What follows belongs to an exercise in optimizing a design on an open flow for small area; a production flow would make more cautious choices. In this exercise RTL edits were held to simulation tests only and were not proved equivalent to the original. No activity file was given, so power comes from the tool's default toggle rates.

==> garnet <==
Design epdseq, start of the top module:
module epdseq #(
    parameter integer WIDTH           = 122,
    parameter integer HEIGHT          = 8,
    parameter integer CLKS_PER_MS     = 16,
    parameter integer BUSY_LEVEL      = 1,
    parameter integer BUSY_POLL_LIMIT = 200
) (
    input  wire        clk,
    input  wire        rst_n,
    input  wire        bus_we,
    input  wire        bus_re,
    input  wire [23:0] bus_addr,
    input  wire [31:0] bus_wdata,
    output reg  [31:0] bus_rdata,
    output reg         epd_cs_n,
    output reg         epd_dc,
    output reg         epd_sclk,
    output reg         epd_mosi,
    output reg         epd_rst_n,
    input  wire        epd_busy,
    input  wire        epd_tx_err
);
    localparam [2:0] ST_UNINIT   = 3'd0;
    localparam [2:0] ST_RESET    = 3'd1;
    localparam [2:0] ST_READY    = 3'd2;
    localparam [2:0] ST_UPD_FULL = 3'd3;
    localparam [2:0] ST_UPD_PART = 3'd4;
    localparam [2:0] ST_SLEEP    = 3'd5;
    localparam [2:0] ST_FAULT    = 3'd6;
    localparam [2:0] ST_ENTER_SL = 3'd7;
    localparam [2:0] E_OK      = 3'd0;
    localparam [2:0] E_ILLEGAL = 3'd1;
    localparam [2:0] E_BUSY    = 3'd2;
    localparam [2:0] E_STATE   = 3'd3;
  ...
clock: 10.0 ns
lec_check: 0
cap_margin: 20
core_margin: 2
core_utilization: 35
slew_margin: 20
standard.sh (not shown) runs the stock make flow with config.mk's settings and CLKGATE_MAP_FILE= SYNTH_SCRIPT=/design/flow/synth_recipe.tcl, a recipe that flattens the netlist after the stock synthesis.
==> flow/flow/run.sh <==
#!/bin/bash
# Own layout flow: the standard synthesis, then the combinational logic is
# re-mapped for area (registers, their names and cell types are kept), then the
# standard ORFS layout from floorplan to finish. Each tool logs to its own file.
set -euo pipefail
W=$(pwd)
F=$W/flow
R=$W/orfs/results/$FLOW_PLATFORM/epdseq/base
LIB=$FLOW_HOME/platforms/$FLOW_PLATFORM/lib/sky130_fd_sc_hd__tt_025C_1v80.lib
YOSYS=$FLOW_HOME/../tools/install/yosys/bin/yosys
[[ -x $YOSYS ]] || YOSYS=$(command -v yosys)

# 1. standard synthesis, unchanged
bash standard.sh synth > $W/flow_1_synth.log 2>&1
cp $R/1_2_yosys.v $W/std_1_2_yosys.v

# 2. area re-mapping of the combinational logic: a few ABC scripts, keep the
#    smallest result
best=""; best_area=""
for abc in $F/area_*.abc; do
  n=$(basename $abc .abc)
  RESYN_LIB=$LIB RESYN_IN=$W/std_1_2_yosys.v RESYN_OUT=$W/resyn_$n.v \
  RESYN_ABC=$abc RESYN_SEQ=$F/seq.txt RESYN_TOP=$FLOW_TOP \
  RESYN_DONT_USE="$(tr '\n' ' ' < $F/dont_use.txt)" \
  RESYN_STAT0=$W/resyn_stat0_$n.txt RESYN_STAT=$W/resyn_stat_$n.txt \
    $YOSYS -c $F/resyn.tcl > $W/flow_2_resyn_$n.log 2>&1 || continue
  a=$(awk '/Chip area/ {print $NF}' $W/resyn_stat_$n.txt)
  if [[ -z "$best" ]] || awk -v a="$a" -v b="$best_area" 'BEGIN{exit !(a < b)}'; then
    best=$n; best_area=$a
  fi
done
echo "chosen $best $best_area" > $W/resyn_choice.txt
cp $W/resyn_$best.v $R/1_2_yosys.v
rm -f $R/1_synth.odb $R/1_synth.sdc

# 3. netlist database from the re-mapped netlist, then the standard layout
bash standard.sh synth > $W/flow_3_synth_odb.log 2>&1
bash standard.sh "BUFFER_PORTS_ARGS=-buffer_cell sky130_fd_sc_hd__buf_1" \
  "CTS_ARGS=-sink_clustering_enable -repair_clock_nets -dont_use_dummy_load -sink_clustering_size 25 -sink_clustering_max_diameter 80" \
  > $W/flow_4_layout.log 2>&1
==> flow/flow/area_a.abc <==
strash
dc2
resub -K 8
dch -f
amap -F 20 -A 30 -C 5000
topo
strash
dch -f
amap -F 20 -A 30 -C 5000
topo
strash
dch -f
amap -F 20 -A 30 -C 5000
topo
==> flow/flow/area_b.abc <==
strash
dc2
dch -f
amap -F 20 -A 30 -C 5000
topo
==> flow/flow/area_c.abc <==
strash
dc2
resub -K 8
resub -K 12 -N 2
dch -f
amap -F 20 -A 30 -C 5000
topo
strash
dch -f
amap -F 20 -A 30 -C 5000
topo
==> flow/flow/resyn.tcl <==
# Re-map the combinational logic of the standard synthesis netlist for area.
# Registers (and their names and cell types) are kept exactly as they are.
set lib $::env(RESYN_LIB)
set in  $::env(RESYN_IN)
set out $::env(RESYN_OUT)
set scr $::env(RESYN_ABC)
set seq [split [string trim [read [open $::env(RESYN_SEQ)]]] "\n"]
set dont_use {}
foreach c $::env(RESYN_DONT_USE) { lappend dont_use -dont_use $c }

yosys read_liberty -ignore_miss_func $lib
yosys read_verilog -noblackbox $in
yosys hierarchy -top $::env(RESYN_TOP)
foreach c $seq { yosys blackbox $c }
yosys flatten
yosys opt_clean -purge
yosys tee -o $::env(RESYN_STAT0) stat
yosys abc -liberty $lib {*}$dont_use -script $scr
yosys opt_clean -purge
yosys hilomap -singleton -hicell sky130_fd_sc_hd__conb_1 HI -locell sky130_fd_sc_hd__conb_1 LO
yosys insbuf -buf sky130_fd_sc_hd__buf_4 A X
yosys read_liberty -lib -overwrite $lib
yosys hierarchy -top $::env(RESYN_TOP)
yosys check -assert -mapped
yosys tee -o $::env(RESYN_STAT) stat -liberty $lib
yosys write_verilog -noattr -nohex -nodec $out
Other scripts of this flow, unchanged in this note and not shown: flow/flow/dont_use.txt, flow/flow/seq.txt
==> inputs of harbor, as changes to garnet <==
==> flow/flow/run.sh (replaced) <==
#!/bin/bash
# Own layout flow: the standard synthesis, then the combinational logic is
# re-mapped for area (registers, their names and cell types are kept), then the
# standard ORFS layout from floorplan to finish. Each tool logs to its own file.
set -euo pipefail
W=$(pwd)
F=$W/flow
R=$W/orfs/results/$FLOW_PLATFORM/epdseq/base
LIB=$FLOW_HOME/platforms/$FLOW_PLATFORM/lib/sky130_fd_sc_hd__tt_025C_1v80.lib
YOSYS=$FLOW_HOME/../tools/install/yosys/bin/yosys
[[ -x $YOSYS ]] || YOSYS=$(command -v yosys)

# 1. standard synthesis, unchanged
bash standard.sh synth > $W/flow_1_synth.log 2>&1
cp $R/1_2_yosys.v $W/std_1_2_yosys.v

# 2. area re-mapping of the combinational logic
RESYN_LIB=$LIB RESYN_IN=$W/std_1_2_yosys.v RESYN_OUT=$W/resyn.v \
RESYN_ABC=$F/area.abc RESYN_SEQ=$F/seq.txt RESYN_TOP=$FLOW_TOP \
RESYN_DONT_USE="$(tr '\n' ' ' < $F/dont_use.txt)" \
RESYN_STAT0=$W/resyn_stat0.txt RESYN_STAT=$W/resyn_stat.txt \
  $YOSYS -c $F/resyn.tcl > $W/flow_2_resyn.log 2>&1
cp $W/resyn.v $R/1_2_yosys.v
rm -f $R/1_synth.odb $R/1_synth.sdc

# 3. netlist database from the re-mapped netlist, then the standard layout
bash standard.sh synth > $W/flow_3_synth_odb.log 2>&1
bash standard.sh RECOVER_POWER=100 "BUFFER_PORTS_ARGS=-buffer_cell sky130_fd_sc_hd__buf_1" \
  "CTS_ARGS=-sink_clustering_enable -repair_clock_nets -dont_use_dummy_load -sink_clustering_size 25 -sink_clustering_max_diameter 80" \
  > $W/flow_4_layout.log 2>&1
==> flow/flow/area.abc (new file) <==
strash
dc2
resub -K 8
dch -f
amap -F 20 -A 30 -C 5000
topo
strash
dch -f
amap -F 20 -A 30 -C 5000
topo
strash
dch -f
amap -F 20 -A 30 -C 5000
topo
- CORE_UTILIZATION: 35 -> 45
removed: flow/flow/area_a.abc
removed: flow/flow/area_b.abc
removed: flow/flow/area_c.abc
==> notes <==
- Maximum frequency: harbor is smaller than garnet (about 17%).
- Against garnet, the clock skew of harbor is higher by 25 ps.
- Combinational power is about the same in harbor and garnet.
- garnet completed without violations. harbor completed and failed the layout checks on capacitance limit, slew limit.
- Register-to-register slack: garnet is better than harbor (1400 ps).
- Of garnet and harbor, harbor has the higher critical path depth (gap 3).
- In sequential power, garnet and harbor hardly differ.
==> figures <==
| item | harbor | garnet |
|---|---|---|
| Post-layout worst setup margin | 623 ps | 2250 ps |
| Multi-input combinational cell count | 2676 | 2725 |
| Number of ordinary and repair buffers in the finished layout | 408 | 484 |
| Chip Height | 341 µm | 386 µm |
| Total half-perimeter wirelength after legalization and detailed placement | 218000 µm | 228000 µm |
| CP Data Arrival Time | 9820 ps | 8390 ps |
| Total Power | 8140 µW | 8530 µW |
| DR vias/cell | 8.28 | 7.71 |
| Area of the core region | 0.113 mm² | 0.145 mm² |
| Status | failed layout checks | complete, no violations |
| Layout check failures | capacitance limit, slew limit | - |
| Max-slew headroom | -41.6% | 11.7% |
| Reg2Reg Capture Point | u_fb.g_fb[70].g_full.q[3] | epd_mosi |
| Average detailed-routed wire length per instance | 50.8 µm | 49.9 µm |
| Layout Cell Area excl Fill | 0.0573 mm² | 0.0594 mm² |

## afterwards: timing with drivers on the ports
The flow's constraints put no driver on any port. The routed layouts listed below were extracted and timed again, unchanged, in two steps. Step 1 assumes that a clkbuf_16 drives the clock port and a buf_2 every other input. Step 2, shift: input delay + t, output delay - t, t = (earliest + latest rising clock arrival at the registers) / 2. This alone moves slack from input paths to output paths. Three values: ideal, step 1, step 2; two values: the first two.
run | t, ns | setup slack, ns | latest minus earliest clock arrival (ns) | worst data-port slew with drivers (ns)
garnet | 0.795 | 2.250 / 2.252 / 1.456 | 0.125 / 0.125 | 0.11
harbor | 0.781 | 0.623 / 0.679 / -0.102 | 0.180 / 0.179 | 0.08
The setup slack of garnet, which loses most, moves by +0.002 ns with the drivers and by -0.794 ns with both steps.
